From an optimization exercise on the open Yosys and OpenROAD flow, aimed at small area, a short achievable clock period and few clock cycles per item; shortcuts taken in it are not production practice.
Where RTL was checked, it was by simulation tests only, not by an equivalence proof against the original.
Power figures rest on the tool's default switching activity, not on a simulated workload.

## securec_core
module securec_core (
    input  wire       clk,
    input  wire       rst,       
    input  wire       we,        
    input  wire [4:0] addr,      
    input  wire [7:0] wdata,     
    output reg  [7:0] rdata,     
    output reg        trig       
);
export LEC_CHECK = 0
export ABC_AREA = 1
export CAP_MARGIN = 20
export CORE_MARGIN = 2
export CORE_UTILIZATION = 40
export SLEW_MARGIN = 20
create_clock -name core_clock -period 38.0 [get_ports {clk}]
standard.sh (not shown) runs the stock make flow with config.mk's settings and CLKGATE_MAP_FILE= SYNTH_SCRIPT=/design/flow/synth_recipe.tcl, a recipe that flattens the netlist after the stock synthesis.
==> flow/flow/run.sh <==
#!/bin/bash
# The standard layout (standard.sh), with these changes of setting:
# - plain buffers (buf_2) on the input and output ports, not the delay
#   buffer that buffer_ports picks by default;
# - timing repair aimed at a setup slack of 22 ns, so that it works on the
#   paths of the period the design reaches, not only on the clock period;
# - clock tree from clkbuf_8 buffers, without dummy loads.
# The make output goes to standard.log; ORFS's own logs are under orfs/logs.
set -euo pipefail
bash standard.sh "BUFFER_PORTS_ARGS=-buffer_cell sky130_fd_sc_hd__buf_2" SETUP_SLACK_MARGIN=22 \
  "CTS_ARGS=-sink_clustering_enable -repair_clock_nets -buf_list sky130_fd_sc_hd__clkbuf_8 -dont_use_dummy_load" \
  finish > standard.log 2>&1
Testbench counts at the start, summed over its fixed seeds: cycles 15,360, cmds 1,280.
Then changed:
--- a/flow/design.v
+++ b/flow/design.v
@@ -140,16 +140,38 @@
             c[12] = w81;
             s[13] = w82;
             c[13] = w83;
             s[14] = (a[7] & b[7]);
             c[14] = w84;
             mul8 = add16(s, c);
         end
     endfunction
+    function [9:0] sub9r;
+        input [8:0] x;
+        input [8:0] y;
+        reg [8:0] g, p, G, P;
+        begin
+            g = x & y;
+            p = x | y;
+            G = g; P = p;
+            G[0] = g[0] | p[0];
+            G[1] = G[1] | (P[1] & G[0]); P[1] = P[1] & P[0];
+            G[2] = G[2] | (P[2] & G[1]); P[2] = P[2] & P[1];
+            G[3] = G[3] | (P[3] & G[2]); P[3] = P[3] & P[2];
+            G[4] = G[4] | (P[4] & G[3]); P[4] = P[4] & P[3];
+            G[5] = G[5] | (P[5] & G[4]); P[5] = P[5] & P[4];
+            G[6] = G[6] | (P[6] & G[5]); P[6] = P[6] & P[5];
+            G[7] = G[7] | (P[7] & G[6]); P[7] = P[7] & P[6];
+            G[8] = G[8] | (P[8] & G[7]); P[8] = P[8] & P[7];
+            sub9r[0] = ~(x[0] ^ y[0]);
+            sub9r[8:1] = (x[8:1] ^ G[7:0]) ^ y[8:1];
+            sub9r[9] = ~G[8];
+        end
+    endfunction
     function [9:0] sub9;
         input [8:0] x;
         input [8:0] y;
         reg [8:0] g, p, G, P;
         begin
             g = x & y;
             p = x | y;
             G = g; P = p;
@@ -177,41 +199,40 @@
         input [7:0] b;
         input [7:0] n;
         reg [15:0] p;
         reg [9:0]  x, n3;
         reg [10:0] t1, t2, t3;
         reg [9:0]  u;
         begin
             p  = mul8(a, b);
-            n3 = {2'b00, n} + {1'b0, n, 1'b0};
             x  = {2'b00, p[15:8]};
             u  = {1'b0, x[7:0], p[7]};
             t1[9:0] = sub9(u[8:0], ~{1'b0, n});
             x  = t1[9] ? u : {1'b0, t1[8:0]};
             u  = {1'b0, x[7:0], p[6]};
             t1[9:0] = sub9(u[8:0], ~{1'b0, n});
             x  = t1[9] ? u : {1'b0, t1[8:0]};
             u  = {1'b0, x[7:0], p[5]};
             t1[9:0] = sub9(u[8:0], ~{1'b0, n});
             x  = t1[9] ? u : {1'b0, t1[8:0]};
             u  = {1'b0, x[7:0], p[4]};
             t1[9:0] = sub9(u[8:0], ~{1'b0, n});
             x  = t1[9] ? u : {1'b0, t1[8:0]};
             u  = {1'b0, x[7:0], p[3]};
-            t1[9:0] = sub9(u[8:0], ~{1'b0, n});
+            t1[9:0] = sub9r(u[8:0], ~{1'b0, n});
             x  = t1[9] ? u : {1'b0, t1[8:0]};
             u  = {1'b0, x[7:0], p[2]};
-            t1[9:0] = sub9(u[8:0], ~{1'b0, n});
+            t1[9:0] = sub9r(u[8:0], ~{1'b0, n});
             x  = t1[9] ? u : {1'b0, t1[8:0]};
             u  = {1'b0, x[7:0], p[1]};
-            t1[9:0] = sub9(u[8:0], ~{1'b0, n});
+            t1[9:0] = sub9r(u[8:0], ~{1'b0, n});
             x  = t1[9] ? u : {1'b0, t1[8:0]};
             u  = {1'b0, x[7:0], p[0]};
-            t1[9:0] = sub9(u[8:0], ~{1'b0, n});
+            t1[9:0] = sub9r(u[8:0], ~{1'b0, n});
             x  = t1[9] ? u : {1'b0, t1[8:0]};
             modmul = x[7:0];
         end
     endfunction
     wire       cmd_write = we && (addr == 5'h00) && !trig;
     wire [7:0] mul_a     = !trig ? 8'd1 : (st[0] ? res : ib0);
     wire [7:0] mm        = modmul(mul_a, ib0, ib2);
     wire [7:0] cmp_or = (ib0 ^ 8'h69) | (ib1 ^ 8'h6E) | (ib2 ^ 8'h66) | (ib3 ^ 8'h69) |
@@ -280,17 +301,17 @@
                     done <= 1'b1;
                 end
                 ST_MZ: begin
                     trig   <= 1'b0;
                     err_mz <= 1'b1;
                 end
                 ST_SQR: begin
                     if (b01) begin
-                        if (one || !ib0[0]) res <= ib0;
+                        if (one || !ib0[0]) res <= mm;
                         trig <= 1'b0;
                         done <= 1'b1;
                     end else if (ib1[0]) begin
                         if (one) begin
                             res <= mm;
                             one <= 1'b0;
                             if (e_shr == 8'd0) begin
                                 trig <= 1'b0;
After rerunning:
- The changed run finished clean
- cell area rose by 6.5%
- fmax goes down by about 9%
- clock skew goes down by 0.0033 ns
- worst setup slack is worse by 1.5 ns
- clock power barely changes
- total power decreases by about 14%
- synthesized cell count is lower by 14%
- critical path depth rose by 102
- global-route usage climbs by 1.6 points
- wire length barely changes
Function not checked in the second run of this note: the RTL went through the layout flow alone.

---

securec_core, a different RTL version from the one above (not shown whole).
For scale: roughly 1500 cells after synthesis, roughly 80 flip-flops, about 25 I/O pins, roughly 9600 µm² of cells after synthesis.
Design securec_core, start of the top module:
module securec_core (
    input  wire       clk,
    input  wire       rst,       
    input  wire       we,        
    input  wire [4:0] addr,      
    input  wire [7:0] wdata,     
    output reg  [7:0] rdata,     
    output reg        trig       
);
==> flow/config.mk <==
export PLATFORM = sky130hd
export DESIGN_NAME = securec_core
export DESIGN_NICKNAME = securec_core
export VERILOG_FILES = /design/flow/design.v
export SDC_FILE = /design/flow/constraint.sdc
export NUM_CORES = 4
export LEC_CHECK = 0
export ABC_AREA = 1
export CAP_MARGIN = 20
export CORE_MARGIN = 2
export CORE_UTILIZATION = 40
export CTS_BUF_LIST = sky130_fd_sc_hd__clkbuf_8
export SLEW_MARGIN = 20
==> flow/constraint.sdc <==
create_clock -name core_clock -period 38.0 [get_ports {clk}]
set_input_delay 7.6000 -clock core_clock [delete_from_list [all_inputs] [get_ports {clk}]]
set_output_delay 7.6000 -clock core_clock [all_outputs]
set_load 0.01 [all_outputs]
==> flow/flow/run.sh <==
#!/bin/bash
# The standard layout (standard.sh), with two changes of setting:
# - plain buffers (buf_2) on the input and output ports, not the delay
#   buffer that buffer_ports picks by default;
# - timing repair aimed at a setup slack of 22 ns, so that it works on the
#   paths of the period the design reaches, not only on the clock period.
# The make output goes to standard.log; ORFS's own logs are under orfs/logs.
set -euo pipefail
bash standard.sh "BUFFER_PORTS_ARGS=-buffer_cell sky130_fd_sc_hd__buf_2" SETUP_SLACK_MARGIN=22 finish > standard.log 2>&1
Then changed:
--- a/flow/design.v
+++ b/flow/design.v
@@ -210,46 +210,42 @@
             x  = t1[9] ? u : {1'b0, t1[8:0]};
             modmul = x[7:0];
         end
     endfunction
     wire       cmd_write = we && (addr == 5'h00) && !trig;
     wire [7:0] mul_a     = !trig ? 8'd1 : (st[0] ? res : ib0);
     wire [7:0] mm        = modmul(mul_a, ib0, ib2);
     wire [7:0] cmp_or = (ib0 ^ 8'h69) | (ib1 ^ 8'h6E) | (ib2 ^ 8'h66) | (ib3 ^ 8'h69) |
                         (ib4 ^ 8'h6E) | (ib5 ^ 8'h65) | (ib6 ^ 8'h6F) | (ib7 ^ 8'h6E);
     wire ib_write = we && !trig && (addr[4:3] == 2'b10);
     wire [7:0] e_shr = {1'b0, ib1[7:1]};
     wire       b01   = (ib0[7:1] == 7'd0);    
-    wire       idem  = (mm == ib0);           
     always @(posedge clk) begin
         if (ib_write) begin
             case (addr[2:0])
                 3'd0: ib0 <= wdata;
                 3'd1: ib1 <= wdata;
                 3'd2: ib2 <= wdata;
                 3'd3: ib3 <= wdata;
                 3'd4: ib4 <= wdata;
                 3'd5: ib5 <= wdata;
                 3'd6: ib6 <= wdata;
                 default: ib7 <= wdata;
             endcase
         end else if (cmd_write && wdata == 8'h01) begin
             ib0 <= mm;
             ib1 <= e_shr;
         end else if (trig && st == ST_SQR) begin
             ib0 <= mm;
-            if (idem)
-                ib1 <= 8'd1;    
-            else if (!ib1[0] || one)
-                ib1 <= e_shr;
+            if (!ib1[0] || one) ib1 <= e_shr;
         end else if (trig && st == ST_MUL) begin
             ib1 <= e_shr;
         end
     end
     always @(posedge clk) begin
         if (rst) begin
             trig    <= 1'b0;
             done    <= 1'b0;
             err_mz  <= 1'b0;
             err_ill <= 1'b0;
         end else if (!trig) begin
             if (cmd_write) begin
@@ -280,35 +276,27 @@
         end else begin
             case (st)
                 ST_FIN: begin
                     trig <= 1'b0;
                     done <= 1'b1;
                 end
                 ST_MZ: begin
                     trig   <= 1'b0;
                     err_mz <= 1'b1;
                 end
                 ST_SQR: begin
                     if (b01) begin
-                        if (one || !ib0[0]) res <= mm;
+                        if (one || !ib0[0]) res <= ib0;
                         trig <= 1'b0;
                         done <= 1'b1;
-                    end else if (idem) begin
-                        if (one) begin
-                            res  <= mm;
-                            trig <= 1'b0;
-                            done <= 1'b1;
-                        end else begin
-                            st <= ST_MUL;
-                        end
                     end else if (ib1[0]) begin
                         if (one) begin
                             res <= mm;
                             one <= 1'b0;
                             if (e_shr == 8'd0) begin
                                 trig <= 1'b0;
                                 done <= 1'b1;
                             end
                         end else begin
                             st <= ST_MUL;
                         end
                     end
After rerunning: The new run finished clean. Routed wire length is lower by 8.6%. Non-clock buffer count is lower by 19. Setup slack got worse by 140 ps. Count of clock-buffer cells in the layout is unchanged. Total power is lower by 6.5%. First-iteration DRC count is lower by 20%. Clock skew is lower by 3.9 ps. Sequential share of layout area is higher by 0.86 points.
Testbench counts after the change, summed over its fixed seeds: cycles 15,360, cmds 1,280.
Function not checked in the first run of this note: the RTL went through the layout flow alone.

[afterwards: timing with drivers on the ports]
No port has a modelled driver above. Below, the same layouts with a new extraction and two added sets of constraints.
Step 1: set_driving_cell puts a clkbuf_16 on clk and a buf_2 on each other input, an assumption about the parent block.
Step 2 adds t to the input delays and takes it off the output delays; t is the mean of the earliest and latest rising clock arrival at the registers after step 1. Input paths then give back, and output paths get back, about the clock's delay inside the block.
Three values: no drivers, after step 1, after step 2; two values: the first two.
run	t, ns	slack for setup (ns)	pins driven straight from the clock port
the first run of note 1	0.378	21.844 / 21.809 / 21.809	1
the second run of note 1	0.367	20.311 / 20.311 / 20.311	1
the first run of note 2	0.396	22.001 / 21.949 / 21.949	1
the second run of note 2	0.385	21.858 / 21.823 / 21.823	1
After both steps every run listed still meets setup and hold. The setup slack of the first run of note 2, which loses most, moves by -0.052 ns with the drivers and by -0.052 ns with both steps.
